This design comes from an exercise in tuning for small area on the open sky130 flow, not from production work. Function was checked by simulation only, so behaviour that the tests miss may differ from the original. No activity file was given, so power comes from the tool's default toggle rates.

===== design.v =====
module bdm_engine (
    input  wire        clk,
    input  wire        rst,         
    input  wire        req_valid,
    input  wire [3:0]  req_op,
    input  wire [31:0] req_a,
    input  wire [31:0] req_d,
    output reg         busy,
    output reg         done,
    output reg  [1:0]  ts,
    output reg  [3:0]  res_kind,
    output reg  [3:0]  res_cause,
    output reg  [31:0] res_data,
    output reg         dsclk,
    output reg         dsi,
    output reg         bkpt_n,
    output reg         tgt_rst_n,
    input  wire        dso
);
    localparam [15:0] OPC_READ_MEM32  = 16'h1980;
    localparam [15:0] OPC_WRITE_MEM32 = 16'h1880;
    localparam [15:0] OPC_READ_REG    = 16'h2180;
    localparam [15:0] OPC_WRITE_REG   = 16'h2080;
    localparam [15:0] OPC_ENTER_DEBUG = 16'h3F00;
    localparam [15:0] OPC_POLL        = 16'h0000;
    localparam [15:0] ENTER_ACK       = 16'hFFFF;
    localparam [1:0]  RETRY_MAX       = 2'd3;
    localparam [7:0]  SYNC_PATTERN    = 8'hA5;
    localparam [7:0]  SYNC_RESPONSE   = 8'h5A;
    localparam [4:0]  SYNC_RESP_W     = 5'd8;
    localparam [4:0]  SYNC_MAX_CYCLES = 5'd16;
    localparam [31:0] REG_COUNT       = 32'd16;
    localparam [4:0]  T_SETUP         = 5'd1;
    localparam [4:0]  T_CLK_HIGH      = 5'd2;
    localparam [4:0]  T_CLK_LOW       = 5'd2;
    localparam [4:0]  T_RESET_HOLD    = 5'd16;
    localparam [4:0]  T_RESET_SETTLE  = 5'd16;
    localparam [4:0]  T_BKPT_HOLD     = 5'd8;
    localparam [2:0] OP_RESET_TARGET = 3'd0;
    localparam [2:0] OP_SYNC         = 3'd1;
    localparam [2:0] OP_ENTER_DEBUG  = 3'd2;
    localparam [2:0] OP_READ_MEM32   = 3'd3;
    localparam [2:0] OP_WRITE_MEM32  = 3'd4;
    localparam [2:0] OP_READ_REG     = 3'd5;
    localparam [2:0] OP_WRITE_REG    = 3'd6;
    localparam [2:0] OP_DISCONNECT   = 3'd7;
    localparam [1:0] TS_UNKNOWN = 2'b00;
    localparam [1:0] TS_RESET   = 2'b01;
    localparam [1:0] TS_SYNCED  = 2'b10;
    localparam [1:0] TS_DEBUG   = 2'b11;
    localparam [3:0] K_OK        = 4'd0;
    localparam [3:0] K_SYNC_ERR  = 4'd1;
    localparam [3:0] K_ENTRY_ERR = 4'd2;
    localparam [3:0] K_STATE_ERR = 4'd4;
    localparam [3:0] K_ALIGN_ERR = 4'd5;
    localparam [3:0] K_INVREG    = 4'd6;
    localparam [3:0] K_MEM_ERR   = 4'd7;
    localparam [3:0] C_NONE      = 4'd0;
    localparam [3:0] C_TIMEOUT   = 4'd3;
    localparam [3:0] C_STATE     = 4'd4;
    localparam [3:0] C_REFUSED   = 4'd8;
    localparam [3:0] S_IDLE       = 4'd0;
    localparam [3:0] S_DECODE     = 4'd1;
    localparam [3:0] S_RST_HOLD   = 4'd2;
    localparam [3:0] S_RST_SETTLE = 4'd3;
    localparam [3:0] S_BKPT_HOLD  = 4'd4;
    localparam [3:0] S_SETUP      = 4'd5;    
    localparam [3:0] S_HIGH       = 4'd6;    
    localparam [3:0] S_LOW        = 4'd7;    
    localparam [2:0] STG_SYNCPAT = 3'd0;     
    localparam [2:0] STG_SYNCWIN = 3'd1;     
    localparam [2:0] STG_CMD     = 3'd2;     
    localparam [2:0] STG_ADDR    = 3'd3;     
    localparam [2:0] STG_DATA    = 3'd4;     
    localparam [2:0] STG_RESP    = 3'd5;     
    localparam [2:0] STG_POLL    = 3'd6;     
    reg [3:0]  state;
    reg [2:0]  stage;
    reg [2:0]  op_r;
    reg [31:0] a_r;
    reg [31:0] d_r;
    reg [31:0] out_sr;       
    reg [32:0] in_sr;        
    reg [5:0]  bit_cnt;      
    reg [4:0]  dly_cnt;      
    reg [1:0]  polls;        
    reg [7:0]  win;          
    reg [4:0]  cyc;          
    wire        resp_w16  = (op_r == OP_ENTER_DEBUG);
    wire        resp_s    = resp_w16 ? in_sr[16] : in_sr[32];
    wire [7:0]  win_next  = {win[6:0], dso};
    always @(posedge clk) begin
        if (rst) begin
            state     <= S_IDLE;
            stage     <= STG_CMD;
            busy      <= 1'b0;
            done      <= 1'b0;
            ts        <= TS_UNKNOWN;
            res_kind  <= K_OK;
            res_cause <= C_NONE;
            res_data  <= 32'd0;
            dsclk     <= 1'b0;
            dsi       <= 1'b0;
            bkpt_n    <= 1'b1;
            tgt_rst_n <= 1'b1;
            dly_cnt   <= 5'd0;
            bit_cnt   <= 6'd0;
            polls     <= 2'd0;
            cyc       <= 5'd0;
        end else begin
            done <= 1'b0;
            case (state)
            S_IDLE: begin
                if (req_valid && !req_op[3]) begin
                    op_r  <= req_op[2:0];
                    a_r   <= req_a;
                    d_r   <= req_d;
                    busy  <= 1'b1;
                    state <= S_DECODE;
                end
            end
            S_DECODE: begin
                case (op_r)
                OP_RESET_TARGET: begin
                    tgt_rst_n <= 1'b0;
                    dly_cnt   <= T_RESET_HOLD - 5'd1;
                    state     <= S_RST_HOLD;
                end
                OP_SYNC: begin
                    if (ts != TS_RESET) begin
                        finish(K_STATE_ERR, C_NONE);
                    end else begin
                        bkpt_n  <= 1'b0;
                        dly_cnt <= T_BKPT_HOLD - 5'd1;
                        state   <= S_BKPT_HOLD;
                    end
                end
                OP_ENTER_DEBUG: begin
                    if (ts != TS_SYNCED) begin
                        finish(K_STATE_ERR, C_NONE);
                    end else begin
                        polls <= 2'd0;
                        start_out({OPC_ENTER_DEBUG, 16'd0}, 6'd16, STG_CMD);
                    end
                end
                OP_READ_MEM32, OP_WRITE_MEM32: begin
                    if (a_r[1:0] != 2'b00) begin
                        finish(K_ALIGN_ERR, C_NONE);
                    end else if (ts != TS_DEBUG) begin
                        finish(K_MEM_ERR, C_STATE);
                    end else begin
                        polls <= 2'd0;
                        if (op_r == OP_READ_MEM32)
                            start_out({OPC_READ_MEM32, 16'd0}, 6'd16, STG_CMD);
                        else
                            start_out({OPC_WRITE_MEM32, 16'd0}, 6'd16, STG_CMD);
                    end
                end
                OP_READ_REG, OP_WRITE_REG: begin
                    if (a_r >= REG_COUNT) begin
                        finish(K_INVREG, C_NONE);
                    end else if (ts != TS_DEBUG) begin
                        finish(K_MEM_ERR, C_STATE);
                    end else begin
                        polls <= 2'd0;
                        if (op_r == OP_READ_REG)
                            start_out({OPC_READ_REG | {12'd0, a_r[3:0]}, 16'd0}, 6'd16, STG_CMD);
                        else
                            start_out({OPC_WRITE_REG | {12'd0, a_r[3:0]}, 16'd0}, 6'd16, STG_CMD);
                    end
                end
                default: begin  
                    ts <= TS_UNKNOWN;
                    finish(K_OK, C_NONE);
                end
                endcase
            end
            S_RST_HOLD: begin
                if (dly_cnt == 5'd0) begin
                    tgt_rst_n <= 1'b1;
                    dly_cnt   <= T_RESET_SETTLE - 5'd1;
                    state     <= S_RST_SETTLE;
                end else begin
                    dly_cnt <= dly_cnt - 5'd1;
                end
            end
            S_RST_SETTLE: begin
                if (dly_cnt == 5'd0) begin
                    ts <= TS_RESET;
                    finish(K_OK, C_NONE);
                end else begin
                    dly_cnt <= dly_cnt - 5'd1;
                end
            end
            S_BKPT_HOLD: begin
                if (dly_cnt == 5'd0) begin
                    bkpt_n <= 1'b1;
                    start_out({SYNC_PATTERN, 24'd0}, 6'd8, STG_SYNCPAT);
                end else begin
                    dly_cnt <= dly_cnt - 5'd1;
                end
            end
            S_SETUP: begin
                if (dly_cnt == 5'd0) begin
                    dsclk   <= 1'b1;
                    dly_cnt <= T_CLK_HIGH - 5'd1;
                    state   <= S_HIGH;
                end else begin
                    dly_cnt <= dly_cnt - 5'd1;
                end
            end
            S_HIGH: begin
                if (dly_cnt == 5'd0) begin
                    dsclk <= 1'b0;
                    if (stage == STG_RESP)
                        in_sr <= {in_sr[31:0], dso};
                    if (stage == STG_SYNCWIN) begin
                        win <= win_next;
                        cyc <= cyc + 5'd1;
                    end
                    dly_cnt <= T_CLK_LOW - 5'd1;
                    state   <= S_LOW;
                end else begin
                    dly_cnt <= dly_cnt - 5'd1;
                end
            end
            S_LOW: begin
                if (dly_cnt != 5'd0) begin
                    dly_cnt <= dly_cnt - 5'd1;
                end else if (stage == STG_SYNCWIN) begin
                    if (cyc >= SYNC_RESP_W && win == SYNC_RESPONSE) begin
                        ts <= TS_SYNCED;
                        finish(K_OK, C_NONE);
                    end else if (cyc == SYNC_MAX_CYCLES) begin
                        finish(K_SYNC_ERR, C_NONE);
                    end else begin
                        next_pulse();
                    end
                end else if (bit_cnt != 6'd0) begin
                    bit_cnt <= bit_cnt - 6'd1;
                    if (stage == STG_RESP) begin
                        next_pulse();
                    end else begin
                        dsi     <= out_sr[31];
                        out_sr  <= {out_sr[30:0], 1'b0};
                        dly_cnt <= T_SETUP - 5'd1;
                        state   <= S_SETUP;
                    end
                end else begin
                    case (stage)
                    STG_SYNCPAT: begin
                        dsi     <= 1'b0;
                        win     <= 8'd0;
                        cyc     <= 5'd0;
                        stage   <= STG_SYNCWIN;
                        dly_cnt <= T_SETUP - 5'd1;
                        state   <= S_SETUP;
                    end
                    STG_CMD: begin
                        case (op_r)
                        OP_READ_MEM32, OP_WRITE_MEM32:
                            start_out(a_r, 6'd32, STG_ADDR);
                        OP_WRITE_REG:
                            start_out(d_r, 6'd32, STG_DATA);
                        default:  
                            start_in();
                        endcase
                    end
                    STG_ADDR: begin
                        if (op_r == OP_WRITE_MEM32)
                            start_out(d_r, 6'd32, STG_DATA);
                        else
                            start_in();
                    end
                    STG_DATA: begin
                        finish(K_OK, C_NONE);
                    end
                    STG_POLL: begin
                        start_in();
                    end
                    default: begin  
                        if (resp_s) begin
                            if (polls == RETRY_MAX) begin
                                if (op_r == OP_ENTER_DEBUG) begin
                                    finish(K_ENTRY_ERR, C_TIMEOUT);
                                end else begin
                                    ts <= TS_UNKNOWN;
                                    finish(K_MEM_ERR, C_TIMEOUT);
                                end
                            end else begin
                                polls <= polls + 2'd1;
                                start_out({OPC_POLL, 16'd0}, 6'd16, STG_POLL);
                            end
                        end else if (op_r == OP_ENTER_DEBUG) begin
                            if (in_sr[15:0] == ENTER_ACK) begin
                                ts <= TS_DEBUG;
                                finish(K_OK, C_NONE);
                            end else begin
                                res_data <= {16'd0, in_sr[15:0]};
                                finish(K_ENTRY_ERR, C_REFUSED);
                            end
                        end else begin
                            res_data <= in_sr[31:0];
                            finish(K_OK, C_NONE);
                        end
                    end
                    endcase
                end
            end
            default: state <= S_IDLE;
            endcase
        end
    end
    task start_out(input [31:0] v, input [5:0] n, input [2:0] stg);
        begin
            dsi     <= v[31];
            out_sr  <= {v[30:0], 1'b0};
            bit_cnt <= n - 6'd1;
            stage   <= stg;
            dly_cnt <= T_SETUP - 5'd1;
            state   <= S_SETUP;
        end
    endtask
    task start_in;
        begin
            dsi     <= 1'b0;
            in_sr   <= 33'd0;
            bit_cnt <= resp_w16 ? 6'd16 : 6'd32;
            stage   <= STG_RESP;
            dly_cnt <= T_SETUP - 5'd1;
            state   <= S_SETUP;
        end
    endtask
    task next_pulse;
        begin
            dsclk   <= 1'b1;
            dly_cnt <= T_CLK_HIGH - 5'd1;
            state   <= S_HIGH;
        end
    endtask
    task finish(input [3:0] kind, input [3:0] cause);
        begin
            res_kind  <= kind;
            res_cause <= cause;
            done      <= 1'b1;
            busy      <= 1'b0;
            state     <= S_IDLE;
        end
    endtask
endmodule

===== config.mk =====
export PLATFORM = sky130hd
export DESIGN_NAME = bdm_engine
export DESIGN_NICKNAME = bdm_engine
export VERILOG_FILES = /design/flow/design.v
export SDC_FILE = /design/flow/constraint.sdc
export NUM_CORES = 4
export LEC_CHECK = 0
export CAP_MARGIN = 20
export CORE_MARGIN = 2
export CORE_UTILIZATION = 40
export PLACE_DENSITY = 0.6
export SLEW_MARGIN = 20

===== run.sh =====
#!/bin/bash
# synth_recipe.tcl (not shown) runs the flow's synth.tcl, then flattens the netlist and writes it again
# the make line also repeats each setting of config.mk as NAME=value (left out here)
make -C /OpenROAD-flow-scripts/flow DESIGN_CONFIG=/design/flow/config.mk WORK_HOME=/design/flow/orfs CLKGATE_MAP_FILE= SYNTH_SCRIPT=/design/flow/synth_recipe.tcl finish

===== constraint.sdc =====
create_clock -name core_clock -period 5.0 [get_ports {clk}]
set_input_delay 1.0000 -clock core_clock [delete_from_list [all_inputs] [get_ports {clk}]]
set_output_delay 1.0000 -clock core_clock [all_outputs]
set_load 0.01 [all_outputs]

==> results.txt <==
stage by stage:
step                setup WS [ps]  cell area [um2]  util [%]  power, mW  std cells
floorplan                     598             9700         -       2.08        912
global placement             1780            11200      47.4       2.20       1302
detailed placement           1700            11200      47.4       2.20       1302
CTS                          1670            11900      50.3       3.76       1344
global route                 1420            11900      50.3       3.86       1344
finish                       1670            11900      50.3       3.72       1344
per-layer routing:
layer	share of wire, %	vias to the layer above
met2	45	259
met5	0	-
met1	46	3589
li1	-	3627
met3	6.4	45
met4	2.6	0
cells in the mapped netlist, types with 10 or more instances:
master and instances:
nand4_1 10, o31ai_1 16, a221oi_1 30, nand3_1 30
a21oi_1 65, o21ai_0 26, nand2_1 92, nor3_1 47
dfxtp_1 72, clkbuf_1 48, edfxtp_1 139, nor2_1 68
and2_1 50, inv_1 13
area by class of cell:
type                       count  share of cell area, %
sequential                   211                   47.3
multi-input combinational    620                   31.9
timing repair buffer         138                   11.2
clock buffer                  33                   5.33
tap                          319                   3.36
clock inverter                 9                  0.453
inverter                      14                  0.443
registers in the layout (all words and copies together), names as in the netlist:
register,count
res_cause,4
bkpt_n,1
bit_cnt,6
state,3
polls,2
res_data,32
dly_cnt,5
a_r,32
ts,2
done,1
res_kind,4
out_sr,31
stage,3
win,8
tgt_rst_n,1
dsi,1
d_r,32
cyc,5
dsclk,1
in_sr,33
busy,1
op_r,3
worst paths after layout:
check	end	from	cells past startpoint	slack, ps
worst max-delay path	res_data[18]	op_r[1]	7	1670
worst min-delay path	res_data[18]	res_data[18]	2	450
worst max register to register	res_data[18]	op_r[1]	7	1670
worst min register to register	res_data[18]	res_data[18]	2	450
worst register-to-register path: stages (launching register included):
cell	delay, ps
edfxtp_1	770
or3b_1	830
a2111oi_4	510
a21boi_2	280
and4_1	220
buf_4	330
nand3_1	150
a21oi_1	180
kinds of logic (layout without fill, tap and decap cells):
group,count (synthesis),in the layout,synth area share [%]
AOI/OAI and AO/OA,218,218,15.9
xor gates and xnor gates,10,10,0.903
adders and majority gates,5,5,0.645
buffers and inverters,81,194,3.48
DFF,211,211,57.9
muxes,10,10,1.05
and+or+nand+nor,377,377,20.1
power breakdown:
part           internal (mW)  switching (mW)
registers               1.88          0.0187
logic                  0.114           0.147
clock network          0.884           0.677
total                   2.88           0.843
==> metrics.cfg <==
[status]
status = no timing/DRC/antenna violations

[grt]
grt_util_met1_pct = 26.6
grt_pass1_vias = 7266
grt_max_degree = 68
grt_remaining_overflow = 0
grt_use_met2_pct = 29.7
grt_first_pass_wirelength_um = 39600
grtUsageTotal_pct = 19.0
top_usage_layer = met2
antenna_found_initial = 0
use_met3_pct = 4.08

[cells_and_area]
fillCellCount = 2175
seq_area_um2 = 5620
nNetsFinal = 1085
areaGrowthSynthToFinish_pct = 22.4
antennaDiodeCount = 0
final_cell_mix = 139 x edfxtp_1, 118 x clkdlybuf4s50_1, 92 x nand2_1, 72 x dfxtp_1, 66 x nor2_1
multi_input_area_um2 = 3790
layout-drive-gt1-share_pct = 7.71
final_common_cell = edfxtp_1

[setup_path]
slowest_stage = or3b_1
worstPathRequired_ps = 5440
critPathLaunchType = register
cp.arrival_ps = 3770
path_delay_family = simple AND/OR/NAND/NOR gates
end_kind = register
crit_chain = or3b_1 > a2111oi_4 > a21boi_2 > and4_1 > buf_4 > nand3_1 > a21oi_1
crit_buf_inv = 1
critical_path_class = reg -> reg
crit_path_max_incr_delay_ps = 830
critical_path.max_fanout = 32

[sta]
maxSlewViolCount = 0
rsz0062_at_grt = no
setup_viol = 0
fin_crit_sh_pct = 66.6
fmax_mhz = 301
finClkSkew_ps = 13.7
hold_violations = 0
fin_crit_ps = 3330
slew_headroom_pct = 33.7
setup_tns_ps = 0
hold_slack_ps = 445
tightestPinTransition_ps = 994

[clocking]
cts_tree = done
ctsHtreeMaxLevel = 1
numCtsBuffers = 23
cts_root_buffer = clkbuf_16
hold_buffers = 0
cts_resized = 0
cts_sinks = 211
clockBufferDepth = 3
post_cts.repair.setup_buffers = 0
clk-insertion-delay-late_ps = 510
clk_pin_slew_ps = 60

[die]
die_x_um = 160
coreArea_um2 = 23600
start_util_pct = 41.1
die_area_um2 = 25500
die_h_um = 160
num_rows = 56
num_io_pins = 120

[drt]
drt_first_pass_iters = 6
vias = 7520
drc = 0
dr.first_iter.drc_count = 643
postRouteAntennaNets = 0
wirelength_um = 24800
post_drt_wl_per_cell_um = 18.5
vias_per_cell = 5.60

[yosys]
synth_area_leaders = edfxtp_1 43%, dfxtp_1 15%, nand2_1 3.6%, a21oi_1 3.4%, and2_1 3.2%
synth_seq_cells = 211
synth_ff_type = edfxtp_1
synth_edf_count = 139
yosysTopAreaCell = edfxtp_1
synth_fp_nets = 989
synth_top_area_share_pct = 43.0
netlist_area_um2 = 9700
ys.warnings.count = 1
syn_area_per_cell_um2 = 10.6
synth_cells = 912
synth_seq_area_share_pct = 57.9
synth_cell_types = 76
synthArstFlopShare_pct = 0

[placed_design]
hpwl_um = 17000
portBuffers = 119
gp_congestion = 0.964

[hold_path]
hold_path_class = reg -> reg

[run]
maxCapViolations = 0

[power]
p_leak_nw = 3.88
cellPowerDensity_nw_per_um2 = 314
ir_worst_vdd_uv = 233

[what the ideal ports hide]
How much do the figures lean on ideal ports? The routed layout below was timed once more, with nothing changed but the port constraints. Step 1, drivers: a clkbuf_16 drives clk and a buf_2 each remaining input, both assumed. Step 2 also shifts input and output timing later by t, the mid clock arrival at the registers, as if the neighbouring blocks saw the same clock. Three values: ideal, step 1, step 2; two values: the first two.
t (ns): 0.553
slack for setup (ns): 1.672 / 1.672 / 1.672
worst setup path after step 2: register to register
After both steps this run still meets setup and hold. For this run, drivers alone change the setup slack by 0.000 ns; drivers and shift together by 0.000 ns.
